This design comes from an exercise in tuning for small area on the open sky130 flow, not from production work. The RTL was checked by simulation tests, not by an equivalence proof against the original design. The flow treats the clock pin as an ideal source, which a real chip does not have.

## uniloader_jtag
module uniloader_jtag (
    input  wire        clk,
    input  wire        rst,
    input  wire        req_valid,
    input  wire [23:0] req_word,
    output wire        req_ready,
    output wire        rsp_valid,
    output wire        rsp_err,
    output wire [31:0] rsp_data,
    output reg  [3:0]  tap_state,
    output reg         tap_known,
    output reg         tck,
    output reg         tms,
    output reg         tdi,
    input  wire        tdo
);
Size: about 460 cells after synthesis, roughly 71 I/O pins.
==> flow/config.mk <==
export PLATFORM = sky130hd
export DESIGN_NAME = uniloader_jtag
export DESIGN_NICKNAME = uniloader_jtag
export VERILOG_FILES = /design/flow/design.v
export SDC_FILE = /design/flow/constraint.sdc
export NUM_CORES = 4
export LEC_CHECK = 0
export ABC_AREA = 1
export CAP_MARGIN = 20
export CORE_MARGIN = 2
export CORE_UTILIZATION = 70
export CTS_BUF_LIST = sky130_fd_sc_hd__clkbuf_4
export CTS_CLUSTER_SIZE = 20
export PLACE_DENSITY = 0.85
export SLEW_MARGIN = 20
==> flow/constraint.sdc <==
create_clock -name core_clock -period 8.0 [get_ports {clk}]
set_input_delay 1.6000 -clock core_clock [delete_from_list [all_inputs] [get_ports {clk}]]
set_output_delay 1.6000 -clock core_clock [all_outputs]
set_load 0.01 [all_outputs]
standard.sh (not shown) runs the stock make flow with config.mk's settings and CLKGATE_MAP_FILE= SYNTH_SCRIPT=/design/flow/synth_recipe.tcl, a recipe that flattens the netlist after the stock synthesis.
==> flow/flow/run.sh <==
#!/bin/bash
# Own layout flow: the standard synthesis, then the combinational logic of
# its netlist re-mapped for area with a stronger ABC script (registers kept as
# they are, same cells and names; two rounds of four ABC scripts, the
# smallest result kept),
# then the standard layout steps, with small port buffers and a clock
# tree without dummy loads whose largest leaf buffers get a stronger cell
# (cts_post.tcl).
set -euo pipefail
W=$PWD
R=$W/orfs/results/$FLOW_PLATFORM/uniloader_jtag/base
YOSYS=yosys
if [[ -x $FLOW_HOME/../tools/install/yosys/bin/yosys ]]; then YOSYS=$FLOW_HOME/../tools/install/yosys/bin/yosys; fi
LIB=$FLOW_HOME/platforms/$FLOW_PLATFORM/lib/sky130_fd_sc_hd__tt_025C_1v80.lib

# 1. standard synthesis
bash standard.sh synth > $W/1_synth.log 2>&1
cp $R/1_2_yosys.v $W/1_2_yosys_standard.v

# 2. area re-mapping of the combinational logic: two rounds of four ABC
#    scripts in parallel; each round starts from the smallest netlist so far
remap_round() {   # remap_round ROUND INPUT SCRIPT-PREFIX
  local S
  for S in 0 1 2 3; do
    LIB=$LIB IN_V=$2 TOP=$FLOW_TOP ABC_SCRIPT=$W/flow/$3_$S.abc \
    OUT_V=$W/remap$1_$S.v OUT_STAT=$W/remap$1_stat_$S.txt \
      $YOSYS -c $W/flow/reabc.tcl > $W/2_remap$1_$S.log 2>&1 &
  done
  wait
  for S in 0 1 2 3; do
    a=$(grep "Chip area" $W/remap$1_stat_$S.txt | awk '{print $NF}' || true)
    [[ -n "$a" ]] || continue
    if [[ -z "$besta" ]] || awk "BEGIN{exit !($a < $besta)}"; then best=$W/remap$1_$S.v; besta=$a; fi
  done
  echo "round $1 areas: $(grep -h 'Chip area' $W/remap$1_stat_*.txt | awk '{print $NF}' | tr '\n' ' '); best so far $best ($besta)" >> $W/2_remap_choice.log
}
best=""; besta=""
: > $W/2_remap_choice.log
remap_round 1 $W/1_2_yosys_standard.v opt
remap_round 2 $best opt2
cp $best $R/1_2_yosys.v
touch $R/1_2_yosys.v

# 3. layout
export BUFFER_PORTS_ARGS="-buffer_cell sky130_fd_sc_hd__buf_1"
export CTS_ARGS="-sink_clustering_enable -repair_clock_nets -dont_use_dummy_load -buf_list sky130_fd_sc_hd__clkbuf_4 -sink_clustering_size 20"
export POST_CTS_TCL=$W/flow/cts_post.tcl
export LEAF_CLKBUF_BIG=sky130_fd_sc_hd__clkbuf_8
export LEAF_CLKBUF_MAX_FANOUT=10
bash standard.sh > $W/3_layout.log 2>&1
==> flow/flow/cts_post.tcl <==
# After clock tree synthesis: give the leaf clock buffers that drive the most
# register clock pins a stronger cell, for margin on the clock-pin slew.
set block [ord::get_db_block]
set big [[ord::get_db] findMaster $::env(LEAF_CLKBUF_BIG)]
set changed 0
foreach inst [$block getInsts] {
  if { ![string match "clkbuf_*_*__f_clk" [$inst getName]] } { continue }
  set out [[$inst findITerm X] getNet]
  set n [expr {[llength [$out getITerms]] - 1}]
  if { $n > $::env(LEAF_CLKBUF_MAX_FANOUT) } {
    puts "cts_post: [$inst getName] drives $n pins, now [$big getName]"
    $inst swapMaster $big
    incr changed
  }
}
if { $changed } {
  detailed_placement
  check_placement -verbose
}
estimate_parasitics -placement
report_clock_skew
Other scripts of this flow, unchanged in this note and not shown: flow/flow/opt2_0.abc, flow/flow/opt2_1.abc, flow/flow/opt2_2.abc, flow/flow/opt2_3.abc, flow/flow/opt_0.abc, flow/flow/opt_1.abc, flow/flow/opt_2.abc, flow/flow/opt_3.abc, flow/flow/reabc.tcl
Change:
--- a/flow/flow/run.sh
+++ b/flow/flow/run.sh
@@ -48,3 +48,3 @@
 export LEAF_CLKBUF_BIG=sky130_fd_sc_hd__clkbuf_8
-export LEAF_CLKBUF_MAX_FANOUT=10
+export LEAF_CLKBUF_MAX_FANOUT=8
 bash standard.sh > $W/3_layout.log 2>&1
Settings changed: CORE_UTILIZATION 70 to 60, PLACE_DENSITY 0.85 to 0.75.
The changed run finished clean.
Die area rises by 16%.
Non-clock buffer count drops by 1.
First-iteration DRC count drops by 16%.
Design area is about the same.
Synthesized area does not change.
Routed wire length goes down by 0.68%.
Global-route usage went down by 7.9 points.
Change:
Settings changed: CORE_UTILIZATION 60 to 40, PLACE_DENSITY 0.75 to 0.6.
Effect: Maximum frequency stays flat. Setup slack got worse by 0.019 ns. Wire length increases by 3.7%. Synthesized area is unchanged.

==> static timing again, ports no longer ideal <==
In the flow no input, the clock included, has a driving cell. The finished layouts below were timed again as built, in two steps. Step 1 sets driving cells, clkbuf_16 on the clock port and buf_2 on the other inputs (assumed; they add their load-dependent delay and slew). Step 2, shift: input delay + t, output delay - t, t = (earliest + latest rising clock arrival at the registers) / 2. This alone moves slack from input paths to output paths. Slacks: no drivers / after step 1 / after step 2; pairs: no drivers / after step 1.
run | t (ns) | setup WS [ns] | hold WS [ns] | latest minus earliest clock arrival (ns) | pins driven straight from the clock port
the first run | 0.442 | 1.657 / 1.657 / 1.657 | 0.426 / 0.426 / 0.426 | 0.035 / 0.035 | 1
the second run | 0.430 | 1.526 / 1.526 / 1.526 | 0.439 / 0.439 / 0.439 | 0.029 / 0.030 | 1
the third run | 0.423 | 1.507 / 1.507 / 1.507 | 0.444 / 0.444 / 0.444 | 0.028 / 0.028 | 1
After both steps setup and hold are still met in every run listed.
